Context: an optimization exercise on an open-source flow, tuned for small area, a short achievable clock period and few clock cycles per item. The choices shown serve that exercise and are no tape-out recipe.
In this exercise RTL edits were held to simulation tests only and were not proved equivalent to the original.
No activity file was given, so power comes from the tool's default toggle rates.

Design bitcrush_core, start of the top module:
module bitcrush_core (
    input  wire        clk,
    input  wire        rst,
    input  wire        cmd_valid,
    output reg         cmd_ready,
    input  wire [31:0] cmd_data,
    output reg         rsp_valid,
    output wire [31:0] rsp_data
);
clock: 12.0 ns
lec_check: 0
cap_margin: 20
core_margin: 2
core_utilization: 40
setup_slack_margin: 5
slew_margin: 20
synth_memory_max_bits: 8192
run.sh (not shown) runs the stock make flow with config.mk's settings and CLKGATE_MAP_FILE= SYNTH_SCRIPT=/design/flow/synth_recipe.tcl, a recipe that flattens the netlist after the stock synthesis.
Testbench counts at the start, summed over its fixed seeds: cycles 10,132, items 6,288.
Edit:
==> flow/flow/run.sh (new file) <==
#!/bin/bash
set -euo pipefail
bash standard.sh SETUP_SLACK_MARGIN=7.5 finish > standard.log 2>&1
==> flow/standard.sh (new file) <==
#!/bin/bash
# synth_recipe.tcl (not shown) runs the flow's synth.tcl, then flattens the netlist and writes it again
# the make line also repeats each setting of config.mk as NAME=value (left out here)
make -C /OpenROAD-flow-scripts/flow DESIGN_CONFIG=/design/flow/config.mk WORK_HOME=/design/flow/orfs CLKGATE_MAP_FILE= SYNTH_SCRIPT=/design/flow/synth_recipe.tcl "${@:-finish}"
Settings changed: SETUP_SLACK_MARGIN 5 to default.
removed: flow/run.sh
Outcome: The changed run completed with no timing, DRC or antenna violations; critical path depth rises by 2; clock power rose by about 3%; combinational power rises by about 34%; via count grows by 4.8%; sequential power hardly moves; routed wire length grows by about 8%; die area is unchanged; synthesized area is unchanged; flip-flop and latch count stays the same; setup slack improved by 1.2 ns; first-iteration DRC count decreases by 2.9%.

========
bitcrush_core, a different RTL version from the one above (not shown whole).
For scale: about 4100 cells after synthesis, about 69 I/O pins.
Settings: LEC_CHECK=0, ABC_AREA=1, CAP_MARGIN=20, CORE_MARGIN=2, CORE_UTILIZATION=40, SLEW_MARGIN=20, SYNTH_MEMORY_MAX_BITS=8192, TNS_END_PERCENT=10; clock period 12.0 ns.
standard.sh (not shown) runs the stock make flow with config.mk's settings and CLKGATE_MAP_FILE= SYNTH_SCRIPT=/design/flow/synth_recipe.tcl, a recipe that flattens the netlist after the stock synthesis.
==> flow/flow/run.sh <==
#!/bin/bash
set -euo pipefail
bash standard.sh SETUP_SLACK_MARGIN=8 finish > standard.log 2>&1
Testbench counts at the start, summed over its fixed seeds: cycles 10,149, items 6,288.
Then changed:
==> flow/flow/run.sh (replaced) <==
#!/bin/bash
set -euo pipefail
bash standard.sh SETUP_SLACK_MARGIN=7 finish > standard.log 2>&1
- TNS_END_PERCENT: 10 -> default
Outcome:
- first-iteration DRC count shrinks by 6.3%
- synthesized cell count stays the same
- flip-flop and latch count does not change
- routed wire length shrinks by 5.5%
- core utilization shrinks by 4.3 points
- power shrinks by 13%
- die area stays the same
- clock skew grows by 20 ps
- via count shrinks by 4.3%
- cell count shrinks by 3.3%
Then changed:
- ABC_AREA: 1 -> default
- CTS_BUF_LIST: default -> sky130_fd_sc_hd__clkbuf_4 sky130_fd_sc_hd__clkbuf_8
=>
- setup slack loses 770 ps
- non-clock buffer count grows by 53
- cell area goes up by 3.9%
Then changed:
- CTS_BUF_LIST: sky130_fd_sc_hd__clkbuf_4 sky130_fd_sc_hd__clkbuf_8 -> default
Area after synthesis does not change; non-clock buffer count rises by 6; sequential power is about the same; global-route usage is about the same; total power stays flat; clock-buffer cell count falls by 18; combinational power increases by about 2%.
Then changed:
- ABC_AREA: default -> 1
- TNS_END_PERCENT: default -> 10
The changed run produced a clean layout.
Via count rises by 2.7%.
Area after synthesis decreases by 2.2%.
Worst setup slack is better by 750 ps.
Non-clock buffer count went down by 57.
Routed wire length grows by 6.4%.
Total power is lower by 1.5%.
Synthesized cell count is higher by 8.8%.
Cell count goes up by 6.1%.
First-iteration DRC count increases by 5.4%.

========
Starting RTL as in the previous note.
// bitcrush_core
module bitcrush_core (
    input  wire        clk,
    input  wire        rst,
    input  wire        cmd_valid,
    output reg         cmd_ready,
    input  wire [31:0] cmd_data,
    output reg         rsp_valid,
    output wire [31:0] rsp_data
);
export LEC_CHECK = 0
export ABC_AREA = 1
export CAP_MARGIN = 20
export CORE_MARGIN = 2
export CORE_UTILIZATION = 40
export SLEW_MARGIN = 20
export SYNTH_MEMORY_MAX_BITS = 8192
export TNS_END_PERCENT = 10
create_clock -name core_clock -period 12.0 [get_ports {clk}]
==> flow/flow/run.sh <==
#!/bin/bash
set -euo pipefail
bash standard.sh SETUP_SLACK_MARGIN=7.5 finish > standard.log 2>&1
Testbench counts at the start, summed over its fixed seeds: cycles 10,149, items 6,288.
Rerun with:
==> flow/flow/run.sh (replaced) <==
#!/bin/bash
set -euo pipefail
bash standard.sh SETUP_SLACK_MARGIN=7 finish > standard.log 2>&1
Settings changed: ABC_AREA 1 to unset, CORE_UTILIZATION 40 to 60, PLACE_DENSITY set to 0.75, TNS_END_PERCENT 10 to unset.
=>
- The new run passed the timing, DRC and antenna checks
- clock skew is higher by 0.014 ns
- utilization is higher by 22 points
- setup slack loses 1.0 ns
Rerun with:
Settings changed: CORE_UTILIZATION 60 to 40, PLACE_DENSITY 0.75 to unset, TNS_END_PERCENT set to 10.
Outcome: Design area decreases by about 1.5%; clock skew decreases by 0.0032 ns; final cell count increases by 6.9%; total power decreases by about 8%; global-route usage decreases by 13 points; routed wire length decreases by 3.6%; die area increases by about 50%; register-to-register slack got worse by 0.06 ns; count of clock-buffer cells in the layout decreases by 7; worst setup slack got worse by 0.063 ns.
Rerun with:
==> flow/flow/run.sh (replaced) <==
#!/bin/bash
set -euo pipefail
bash standard.sh SETUP_SLACK_MARGIN=6.5 finish > standard.log 2>&1
Settings changed: ABC_AREA set to 1, TNS_END_PERCENT 10 to unset.
Outcome:
- fmax grows by 7.3%
- worst hold slack gets worse by 0.011 ns
- synthesized cell count goes up by 8.8%
- via count climbs by 2.1%

-- afterwards: timing with drivers on the ports --
In the flow no input, the clock included, has a driving cell. The finished layouts below were timed again as built, in two steps.
Step 1, drivers: a clkbuf_16 drives clk and a buf_2 each remaining input, both assumed.
Step 2 also shifts input and output timing later by t, the mid clock arrival at the registers, as if the neighbouring blocks saw the same clock.
Slacks: ideal / step 1 / step 2; pairs: ideal / step 1.
| run | t (ns) | setup slack, ns | worst setup path after step 2 | worst slew at a driven data input, ns |
|---|---|---|---|---|
| the first run of note 1 | 0.666 | 5.226 / 5.226 / 5.226 | register to register | 0.05 |
| the second run of note 1 | 0.670 | 6.382 / 6.382 / 6.382 | register to register | 0.05 |
| the first run of note 2 | 0.647 | 7.516 / 7.516 / 7.062 | input to register | 0.06 |
| the second run of note 2 | 0.645 | 7.191 / 7.191 / 6.996 | input to register | 0.09 |
| the third run of note 2 | 0.732 | 6.420 / 6.420 / 6.420 | register to register | 0.07 |
| the fourth run of note 2 | 0.617 | 6.416 / 6.416 / 6.416 | register to register | 0.07 |
| the fifth run of note 2 | 0.647 | 7.166 / 7.166 / 6.993 | input to register | 0.09 |
| the first run of note 3 | 0.645 | 7.477 / 7.477 / 6.981 | input to register | 0.09 |
| the second run of note 3 | 0.635 | 6.479 / 6.479 / 6.479 | register to register | 0.03 |
| the third run of note 3 | 0.625 | 6.416 / 6.416 / 6.416 | register to register | 0.07 |
| the fourth run of note 3 | 0.645 | 6.795 / 6.795 / 6.795 | register to register | 0.09 |
After both steps every run listed still meets setup and hold. The setup slack of the first run of note 3, which loses most, moves by 0.000 ns with the drivers and by -0.496 ns with both steps.
